Source: an optimization exercise on an open RTL-to-GDS flow (aim: small area, a short achievable clock period and few clock cycles). Production flows keep margins and buffers that such runs may drop.
The RTL was checked by simulation tests, not by an equivalence proof against the original design.
Power figures rest on the tool's default switching activity, not on a simulated workload.

==> flow/design.v <==
module lcde_div (
    input  wire        clk,
    input  wire        start,
    input  wire [33:0] dividend,
    input  wire [31:0] divisor,
    output wire        busy,
    output wire [33:0] quotient
);
    reg [31:0] rem_q;
    reg [33:0] dq_q;       
    reg [5:0]  cnt_q;
    wire [32:0] sh   = {rem_q, dq_q[33]};
    wire [33:0] diff = {1'b0, sh} - {2'b00, divisor};
    wire        ge   = ~diff[33];
    assign busy     = (cnt_q != 6'd0);
    assign quotient = dq_q;
    always @(posedge clk) begin
        if (start) begin
            rem_q <= 32'd0;
            dq_q  <= dividend;
            cnt_q <= 6'd34;
        end else if (busy) begin
            rem_q <= ge ? diff[31:0] : sh[31:0];
            dq_q  <= {dq_q[32:0], ge};
            cnt_q <= cnt_q - 6'd1;
        end
    end
endmodule
module lcde (
    input  wire        clk,
    input  wire        rst,           
    input  wire        csr_we,
    input  wire [3:0]  csr_addr,
    input  wire [31:0] csr_wdata,
    output reg  [31:0] csr_rdata,
    output wire [2:0]  status,        
    output reg         pt_req,
    output reg  [16:0] pt_addr,
    input  wire        pt_ack,
    input  wire [31:0] pt_rdata,
    output reg         snk_valid,
    output reg  [1:0]  snk_cmd,
    output reg         cb_req,
    input  wire        cb_ack,
    input  wire [31:0] cb_count,
    output reg         diag
);
    localparam [1:0] ST_IDLE = 2'd0, ST_BUSY = 2'd1, ST_DONE = 2'd2;
    localparam [2:0] SCH_PCM = 3'd0, SCH_PPM = 3'd1, SCH_PWM = 3'd2,
                     SCH_PWMP = 3'd3, SCH_PWMT = 3'd4, SCH_MANZ = 3'd5;
    localparam [1:0] CMD_B0 = 2'b00, CMD_B1 = 2'b01, CMD_ROW = 2'b10, CMD_CLR = 2'b11;
    localparam [4:0] S_IDLE     = 5'd0,
                     S_CLR      = 5'd1,    
                     S_MANZ0    = 5'd2,    
                     S_MAXZ     = 5'd3,    
                     S_MAXZ_W   = 5'd4,
                     S_LOOP     = 5'd5,    
                     S_FETCH_P  = 5'd6,
                     S_FETCH_G  = 5'd7,
                     S_PULSE    = 5'd8,    
                     S_GAP      = 5'd9,    
                     S_PCM_H    = 5'd10,   
                     S_PCM_H_W  = 5'd11,
                     S_PCM_P    = 5'd12,   
                     S_PCM_P_W  = 5'd13,
                     S_PCM_Z    = 5'd14,   
                     S_PCM_ONES = 5'd15,
                     S_PCM_ZER  = 5'd16,
                     S_PCM_BAD  = 5'd17,
                     S_PCM_EOM  = 5'd18,
                     S_FLUSH    = 5'd19,   
                     S_FLUSH_C  = 5'd20,   
                     S_MANZ_B0  = 5'd21,   
                     S_NEXT     = 5'd22,
                     S_ABORT    = 5'd23;   
    reg [4:0]  mode_q;
    reg [31:0] short_q, long_q, reset_q, tol_q, syncw_q;
    reg [1:0]  arg_q;
    reg [15:0] num_q;
    reg [1:0]  state_q;
    reg        abort_q;
    reg [31:0] events_q;
    reg [15:0] n_q;
    reg        sbd_q;
    reg [32:0] tsl_q;
    reg        row0ne_q;      
    reg        multirow_q;    
    reg [4:0]  fsm_q;
    reg [31:0] p_q, g_q;
    reg [31:0] maxz_q;
    reg [33:0] highs_q, periods_q;
    reg [33:0] cnt_q;
    reg        cpos_q;        
    wire [2:0] scheme = mode_q[2:0];
    wire       cben   = mode_q[3];
    wire       verb   = mode_q[4];
    assign status = {abort_q, state_q};
    always @(*) begin
        case (csr_addr)
            4'd1:    csr_rdata = {29'd0, abort_q, state_q};
            4'd2:    csr_rdata = {27'd0, mode_q};
            4'd3:    csr_rdata = short_q;
            4'd4:    csr_rdata = long_q;
            4'd5:    csr_rdata = reset_q;
            4'd6:    csr_rdata = {30'd0, arg_q};
            4'd7:    csr_rdata = tol_q;
            4'd8:    csr_rdata = syncw_q;
            4'd9:    csr_rdata = {16'd0, num_q};
            4'd10:   csr_rdata = events_q;
            4'd11:   csr_rdata = {16'd0, n_q};
            default: csr_rdata = 32'd0;
        endcase
    end
    wire start_wr = csr_we && (csr_addr == 4'd0) && csr_wdata[0] && (state_q != ST_BUSY);
    reg        div_start;
    reg [33:0] div_dividend;
    reg [31:0] div_divisor;
    wire       div_busy;
    wire [33:0] div_q;
    lcde_div u_div (
        .clk      (clk),
        .start    (div_start),
        .dividend (div_dividend),
        .divisor  (div_divisor),
        .busy     (div_busy),
        .quotient (div_q)
    );
    wire [32:0] pcm_ptol   = {3'd0, long_q[31:2]};
    wire [31:0] pcm_dev    = (p_q >= short_q) ? (p_q - short_q) : (short_q - p_q);
    wire        pcm_bad    = (short_q != long_q) && ({1'b0, pcm_dev} > pcm_ptol);
    wire        last_elt   = ({16'd0, n_q} + 32'd1) == {16'd0, num_q};
    wire        gap_over   = g_q > reset_q;
    wire [31:0] dev_s  = (p_q >= short_q) ? (p_q - short_q) : (short_q - p_q);
    wire [31:0] dev_l  = (p_q >= long_q)  ? (p_q - long_q)  : (long_q  - p_q);
    wire [31:0] dev_y  = (p_q >= syncw_q) ? (p_q - syncw_q) : (syncw_q - p_q);
    wire        win_s  = dev_s < tol_q;
    wire        win_l  = dev_l < tol_q;
    wire        win_y  = (syncw_q != 32'd0) && (dev_y < tol_q);
    wire [33:0] tsl_p      = {1'b0, tsl_q} + {2'b00, p_q};
    wire [33:0] tsl_g      = {1'b0, tsl_q} + {2'b00, g_q};
    wire [34:0] short_x3   = {3'b000, short_q} + {2'b00, short_q, 1'b0};
    wire        manz_fall  = {tsl_p, 1'b0} > short_x3;
    wire        manz_rise  = {tsl_g, 1'b0} > short_x3;
    wire [1:0]  band = (p_q < short_q) ? 2'd0 : (p_q < long_q) ? 2'd1 : 2'd2;
    task automatic emit(input [1:0] cmd);
        begin
            snk_valid <= 1'b1;
            snk_cmd   <= cmd;
            case (cmd)
                CMD_CLR: begin row0ne_q <= 1'b0; multirow_q <= 1'b0; end
                CMD_ROW: multirow_q <= 1'b1;
                default: if (!multirow_q) row0ne_q <= 1'b1;
            endcase
        end
    endtask
    always @(posedge clk) begin
        snk_valid <= 1'b0;
        diag      <= 1'b0;
        div_start <= 1'b0;
        if (rst) begin
            state_q    <= ST_IDLE;
            abort_q    <= 1'b0;
            events_q   <= 32'd0;
            n_q        <= 16'd0;
            sbd_q      <= 1'b0;
            tsl_q      <= 33'd0;
            row0ne_q   <= 1'b0;
            multirow_q <= 1'b0;
            fsm_q      <= S_IDLE;
            pt_req     <= 1'b0;
            cb_req     <= 1'b0;
        end else begin
            if (csr_we) begin
                case (csr_addr)
                    4'd2: mode_q  <= csr_wdata[4:0];
                    4'd3: short_q <= csr_wdata;
                    4'd4: long_q  <= csr_wdata;
                    4'd5: reset_q <= csr_wdata;
                    4'd6: arg_q   <= csr_wdata[1:0];
                    4'd7: tol_q   <= csr_wdata;
                    4'd8: syncw_q <= csr_wdata;
                    4'd9: num_q   <= csr_wdata[15:0];
                    default: ;
                endcase
            end
            case (fsm_q)
                S_IDLE: begin
                    if (start_wr) begin
                        state_q  <= ST_BUSY;
                        abort_q  <= 1'b0;
                        events_q <= 32'd0;
                        n_q      <= 16'd0;
                        sbd_q    <= 1'b0;
                        tsl_q    <= 33'd0;
                        fsm_q    <= S_CLR;
                    end
                end
                S_CLR: begin
                    emit(CMD_CLR);
                    if (scheme == SCH_MANZ)     fsm_q <= S_MANZ0;
                    else if (scheme == SCH_PCM) fsm_q <= S_MAXZ;
                    else                        fsm_q <= S_LOOP;
                end
                S_MANZ0: begin
                    emit(CMD_B0);
                    fsm_q <= S_LOOP;
                end
                S_MAXZ: begin
                    div_start    <= 1'b1;
                    div_dividend <= {2'b00, reset_q};
                    div_divisor  <= long_q;
                    fsm_q        <= S_MAXZ_W;
                end
                S_MAXZ_W: begin
                    if (!div_start && !div_busy) begin
                        maxz_q <= div_q[31:0];
                        fsm_q  <= S_LOOP;
                    end
                end
                S_LOOP: begin
                    if (n_q == num_q) begin
                        state_q <= ST_DONE;
                        fsm_q   <= S_IDLE;
                    end else begin
                        pt_req  <= 1'b1;
                        pt_addr <= {n_q, 1'b0};
                        fsm_q   <= S_FETCH_P;
                    end
                end
                S_FETCH_P: begin
                    if (pt_ack) begin
                        p_q     <= pt_rdata;
                        pt_addr <= {n_q, 1'b1};
                        fsm_q   <= S_FETCH_G;
                    end
                end
                S_FETCH_G: begin
                    if (pt_ack) begin
                        g_q    <= pt_rdata;
                        pt_req <= 1'b0;
                        case (scheme)
                            SCH_PCM: fsm_q <= S_PCM_H;
                            SCH_PPM: fsm_q <= S_GAP;
                            default: fsm_q <= S_PULSE;
                        endcase
                    end
                end
                S_PULSE: begin
                    fsm_q <= S_GAP;
                    case (scheme)
                        SCH_PWM: begin
                            if (arg_q == 2'd1 && !sbd_q) sbd_q <= 1'b1;
                            else if (p_q <= short_q)     emit(CMD_B1);
                            else                         emit(CMD_B0);
                        end
                        SCH_PWMP: begin
                            if (win_s)      emit(CMD_B1);
                            else if (win_l) emit(CMD_B0);
                            else if (win_y) emit(CMD_ROW);
                            else begin
                                emit(CMD_CLR);
                                fsm_q <= S_ABORT;
                            end
                        end
                        SCH_PWMT: begin
                            if (band == arg_q)      emit(CMD_ROW);
                            else if (band == 2'd0)  emit(CMD_B0);
                            else if (band == 2'd2)  emit(CMD_B1);
                            else if (arg_q == 2'd0) emit(CMD_B0);   
                            else                    emit(CMD_B1);   
                        end
                        default: begin  
                            if (manz_fall) begin
                                emit(CMD_B0);
                                tsl_q <= 33'd0;
                            end else begin
                                tsl_q <= tsl_p[32:0];
                            end
                        end
                    endcase
                end
                S_GAP: begin
                    fsm_q <= S_NEXT;
                    case (scheme)
                        SCH_PPM: begin
                            if (g_q < short_q)      emit(CMD_B0);
                            else if (g_q < long_q)  emit(CMD_B1);
                            else if (g_q < reset_q) emit(CMD_ROW);
                            else                    fsm_q <= S_FLUSH;
                        end
                        SCH_PWM: begin
                            if (gap_over) begin
                                sbd_q <= 1'b0;
                                fsm_q <= S_FLUSH;
                            end else if (g_q > long_q) begin
                                sbd_q <= 1'b0;
                                emit(CMD_ROW);
                            end
                        end
                        SCH_MANZ: begin
                            if (gap_over) begin
                                tsl_q <= 33'd0;
                                fsm_q <= S_FLUSH;
                            end else if (manz_rise) begin
                                emit(CMD_B1);
                                tsl_q <= 33'd0;
                            end else begin
                                tsl_q <= tsl_g[32:0];
                            end
                        end
                        default: begin  
                            if (gap_over) fsm_q <= S_FLUSH;
                        end
                    endcase
                end
                S_PCM_H: begin
                    div_start    <= 1'b1;
                    div_dividend <= {2'b00, p_q} + {3'b000, short_q[31:1]};
                    div_divisor  <= short_q;
                    fsm_q        <= S_PCM_H_W;
                end
                S_PCM_H_W: begin
                    if (!div_start && !div_busy) begin
                        highs_q <= div_q;
                        fsm_q   <= S_PCM_P;
                    end
                end
                S_PCM_P: begin
                    div_start    <= 1'b1;
                    div_dividend <= {2'b00, p_q} + {2'b00, g_q} + {3'b000, long_q[31:1]};
                    div_divisor  <= long_q;
                    fsm_q        <= S_PCM_P_W;
                end
                S_PCM_P_W: begin
                    if (!div_start && !div_busy) begin
                        periods_q <= div_q;
                        fsm_q     <= S_PCM_Z;
                    end
                end
                S_PCM_Z: begin
                    cnt_q <= highs_q;
                    if (periods_q <= highs_q)
                        periods_q <= 34'd0;
                    else if ((periods_q - highs_q) < {2'b00, maxz_q})
                        periods_q <= periods_q - highs_q;
                    else
                        periods_q <= {2'b00, maxz_q};
                    fsm_q <= S_PCM_ONES;
                end
                S_PCM_ONES: begin
                    if (cnt_q != 34'd0) begin
                        emit(CMD_B1);
                        cnt_q <= cnt_q - 34'd1;
                    end else begin
                        cnt_q <= periods_q;
                        fsm_q <= S_PCM_ZER;
                    end
                end
                S_PCM_ZER: begin
                    if (cnt_q != 34'd0) begin
                        emit(CMD_B0);
                        cnt_q <= cnt_q - 34'd1;
                    end else begin
                        fsm_q <= S_PCM_BAD;
                    end
                end
                S_PCM_BAD: begin
                    if (pcm_bad) emit(CMD_CLR);
                    fsm_q <= S_PCM_EOM;
                end
                S_PCM_EOM: begin
                    if ((last_elt || gap_over) && row0ne_q) fsm_q <= S_FLUSH;
                    else                                   fsm_q <= S_NEXT;
                end
                S_FLUSH: begin
                    if (!cben) begin
                        fsm_q <= S_FLUSH_C;
                    end else if (cb_req && cb_ack) begin
                        cb_req   <= 1'b0;
                        events_q <= events_q + cb_count;
                        cpos_q   <= (cb_count != 32'd0);
                        fsm_q    <= S_FLUSH_C;
                    end else begin
                        cb_req <= 1'b1;
                    end
                end
                S_FLUSH_C: begin
                    if (!cben || (verb && cpos_q)) diag <= 1'b1;
                    emit(CMD_CLR);
                    fsm_q <= (scheme == SCH_MANZ) ? S_MANZ_B0 : S_NEXT;
                end
                S_MANZ_B0: begin
                    emit(CMD_B0);
                    fsm_q <= S_NEXT;
                end
                S_ABORT: begin
                    events_q <= 32'd0;
                    abort_q  <= 1'b1;
                    state_q  <= ST_DONE;
                    fsm_q    <= S_IDLE;
                end
                S_NEXT: begin
                    n_q   <= n_q + 16'd1;
                    fsm_q <= S_LOOP;
                end
                default: fsm_q <= S_IDLE;
            endcase
        end
    end
endmodule
==> flow/run.sh <==
#!/bin/bash
# synth_recipe.tcl (not shown) runs the flow's synth.tcl, then flattens the netlist and writes it again
# the make line also repeats each setting of config.mk as NAME=value (left out here)
make -C /OpenROAD-flow-scripts/flow DESIGN_CONFIG=/design/flow/config.mk WORK_HOME=/design/flow/orfs CLKGATE_MAP_FILE= SYNTH_SCRIPT=/design/flow/synth_recipe.tcl finish
==> flow/config.mk <==
export PLATFORM = sky130hd
export DESIGN_NAME = lcde
export DESIGN_NICKNAME = lcde
export VERILOG_FILES = /design/flow/design.v
export SDC_FILE = /design/flow/constraint.sdc
export NUM_CORES = 4
export LEC_CHECK = 0
export CAP_MARGIN = 20
export CORE_MARGIN = 2
export CORE_UTILIZATION = 40
export SLEW_MARGIN = 20
==> flow/constraint.sdc <==
create_clock -name core_clock -period 10.0 [get_ports {clk}]
set_input_delay 2.0000 -clock core_clock [delete_from_list [all_inputs] [get_ports {clk}]]
set_output_delay 2.0000 -clock core_clock [all_outputs]
set_load 0.01 [all_outputs]
==> results.py <==
metrics = {
    "status": {
        "status": "timing/DRC/antenna clean",
    },
    "power": {
        "pwr-share-seq": 0.396,
        "power.share.clock": 0.350,
        "p_int_mw": 5.85,
        "power.leakage_nw": 26.8,
        "pwr-share-comb": 0.255,
        "p_per_area_mw_per_mm2": 135,
        "power.switching_mw": 2.83,
        "ir_worst_vdd_mv": 0.138,
        "swShare": 0.326,
        "power_mw": 8.68,
    },
    "timing": {
        "rsz0062_at_grt": "no",
        "setup_tns_ns": 0,
        "fin_ws_ns": 1.67,
        "relSlewSlack": 0.206,
        "slew_violations": 0,
        "skew_ns": 0.0465,
        "fin_hold_ws_ns": 0.459,
        "setup_viol": 0,
        "tightest_slew_ns": 1.18,
        "max_freq_mhz": 120,
        "fin_crit_sh": 0.833,
        "min_period_ns": 8.33,
        "hold_viol": 0,
    },
    "logic_synthesis": {
        "yosysTopAreaCellShare": 0.262,
        "ys_async_sr_fraction": 0,
        "synth_edf_count": 501,
        "synth_commonest_cells": "767 x ha_1, 551 x a21oi_1, 501 x edfxtp_1",
        "synth_cell_types": 99,
        "ys_seq_area_frac": 0.309,
        "synthCells": 6399,
        "muxShareOfSynthArea": 0.0236,
        "synth_top_family_by_area": "compound AO/OA/AOI/OAI gates",
        "yosys_warnings": 2,
        "yosysTopAreaCell": "edfxtp_1",
        "postSynthAreaPerCell_sq_um": 8.98,
        "synth_seq_cells": 636,
        "synth_nets": 7316,
        "synthAdderAreaFrac": 0.183,
        "synthSimpleGateAreaFrac": 0.136,
        "yosysMostFrequentCell": "ha_1",
        "synth-main-ff-cell": "edfxtp_1",
        "synthTopCellsByArea": "edfxtp_1 26%, ha_1 17%, a21oi_1 4.8%",
        "syn-cell-area_sq_mm": 0.0575,
        "synthXorXnorAreaFrac": 0.0595,
        "synth_compound_area_frac": 0.244,
    },
    "floorplan": {
        "die_area_sq_mm": 0.147,
        "chipHeight_microns": 383,
        "ios": 163,
        "die-width_microns": 383,
        "core_area_sq_mm": 0.143,
        "num_rows": 139,
        "start_util": 0.401,
    },
    "route": {
        "vias_per_cell": 6.40,
        "drt_wl_total_mm": 258,
        "wire_per_inst_microns": 30.4,
        "dr.pass1.iters": 6,
        "drc": 0,
        "ant_nets": 0,
        "drtIter0Drc": 6148,
        "num_vias": 54400,
    },
    "grt": {
        "grt_util_all_layers": 0.343,
        "grt_antenna_before_repair": 22,
        "grt_pass1_wl_mm": 367,
        "grt_pass1_vias": 51800,
        "grt_max_degree": 69,
        "grt.overflow.total": 0,
    },
    "critical_path": {
        "critical_path.startpoint_type": "flop",
        "cp.arrival_ns": 8.80,
        "cp-end-kind": "flop",
        "worstSetupPathType": "reg -> reg",
        "critical_path.max_fanout": 34,
        "cp.required_ns": 10.47,
    },
    "placed_design": {
        "dpl_cell_area_sq_mm": 0.0615,
        "io_buffers": 162,
        "post-place-ws_ns": 1.99,
        "gp_congestion": 1.05,
        "place_inst": 8339,
        "dp_hpwl_mm": 207,
    },
    "clock_network": {
        "cts_resized": 0,
        "htree_levels": 3,
        "cts_tree": "done",
        "clockBufferDepth": 3,
        "clk_latency_ns": 0.72,
        "clockRootBuffer": "clkbuf_16",
        "clock_sinks": 636,
        "clkTransAtPathRegs_ns": 0.06,
        "postCtsSetupBuffers": 0,
        "cts_buffers": 80,
        "cts_hold_buf": 0,
    },
    "flow_run": {
        "drv_cap": 0,
    },
    "finish": {
        "syn_to_final_growth_pct": 11.8,
        "fin_area_sq_mm": 0.0642,
        "layout-drive-gt1-share": 0.0591,
        "fin_cells": 8496,
        "fin_util": 0.449,
        "layout.nets": 7435,
    },
    "hold_path": {
        "hold_class": "reg -> reg",
    },
}
-- cells by family (layout without fill, tap and decap cells) --
kind of cell,count (synthesis),count (layout)
adder cells (fa/ha/maj),812,812
flip-flops,636,636
multiplexers,127,127
buffers and inverters,668,853
AO/OA/AOI/OAI,2148,2148
other,0,9
XOR/XNOR,390,390
AND/OR/NAND/NOR,1618,1618
-- worst paths after layout --
path	startpoint	end	slack [ns]	cells past startpoint
worst min register to register	sbd_q$_SDFFE_PP0P_	sbd_q$_SDFFE_PP0P_	0.46	2
worst max-delay path	short_q[25]$_DFFE_PP_	snk_cmd[1]$_DFFE_PP_	1.67	24
worst max register to register	short_q[25]$_DFFE_PP_	snk_cmd[1]$_DFFE_PP_	1.67	24
worst min-delay path	sbd_q$_SDFFE_PP0P_	sbd_q$_SDFFE_PP0P_	0.46	2
-- registers in the layout, indices dropped and copies added (netlist names), 33 cells and up --
signal        cells
u_div.dq_q       34
div_dividend     34
cnt_q            34
highs_q          34
tsl_q            33
periods_q        34
-- placed cells by master (no fill, tap or decap), types with 51 or more instances in the layout --
cell and instances:
xnor2_1 226, buf_4 115, a31oi_1 75, nor2_1 423
a21o_1 253, nand4_1 133, and3_1 51, a211oi_1 98
nor4_1 54, o21ai_0 439, a221oi_1 79, mux2i_1 75
a21oi_1 548, clkbuf_16 81, nand2_1 431, o211ai_1 68
nand3_1 108, o21bai_1 86, nor2b_1 62, clkdlybuf4s50_1 161
ha_1 767, xor2_1 164, nand2b_1 55, inv_1 429
edfxtp_1 501, dfxtp_1 134, a22oi_1 143, o21a_1 61
nor3_1 122
-- worst max-delay path, stage by stage, from the launching register on --
cell	delay [ns]
edfxtp_1	0.74
inv_1	0.22
ha_1	0.67
nand4_1	0.23
or4_1	0.70
or3_1	0.42
o211ai_2	0.09
nand2b_1	0.16
buf_4	0.42
mux2i_1	0.33
nand4_1	0.13
o211ai_1	0.21
a31oi_1	0.19
xnor2_1	0.39
ha_1	0.33
a21oi_1	0.13
nor2b_1	0.05
o21ai_0	0.20
nand2_1	0.15
a2111oi_0	0.89
o21ai_0	0.23
a21o_1	0.21
o31a_1	0.41
o21ai_1	0.25
and4b_1	0.29
-- metal layers --
| metal | GRT usage | vias to the layer above | share of wire |
|---|---|---|---|
| met2 | 0.531 | 2856 | 0.44 |
| li1 | - | 24300 | - |
| met1 | 0.450 | 26600 | 0.41 |
| met4 | 0.183 | 10 | 0.063 |
| met5 | 0 | - | 0.00024 |
| met3 | 0.0683 | 613 | 0.092 |
-- power by group through the flow --
stage	clock [mW]	combinational, mW	sequential (mW)
after floorplan	0	1.55	3.38
after global placement	0	2.14	3.49
after detailed placement	0	2.17	3.49
after CTS	3.07	2.18	3.44
after global routing	3.17	2.44	3.47
final	3.04	2.21	3.44
-- cell type report --
class / instances / area, sq um
fillers: 13900 / 78900
repair buffers: 276 / 2470
diodes: 9 / 22.5
flip-flops and latches: 636 / 17700
well taps: 1903 / 2380
clock buffers: 102 / 2160
clock inverters: 46 / 537
inverters: 429 / 1610
multi-input cells: 5095 / 37300
Testbench counts, summed over its fixed seeds: cycles 223,653.

==> separate check: timing with driven ports <==
How much do the figures lean on ideal ports? The routed layout below was timed once more, with nothing changed but the port constraints.
Step 1: set_driving_cell puts a clkbuf_16 on clk and a buf_2 on each other input, an assumption about the parent block.
Step 2 times the ports against the registers' clock, not the clock port: input delays grow and output delays shrink by t, the midpoint of the rising clock arrivals with the driver on.
Three values: no drivers, after step 1, after step 2; two values: the first two.
shift t [ns]: 0.786
setup slack, ns: 1.669 / 1.669 / 1.669
worst setup path at the end: register to register
cell pins on the clock port's net: 1
After both steps this run still meets setup and hold. For this run, drivers alone change the setup slack by 0.000 ns; drivers and shift together by 0.000 ns.
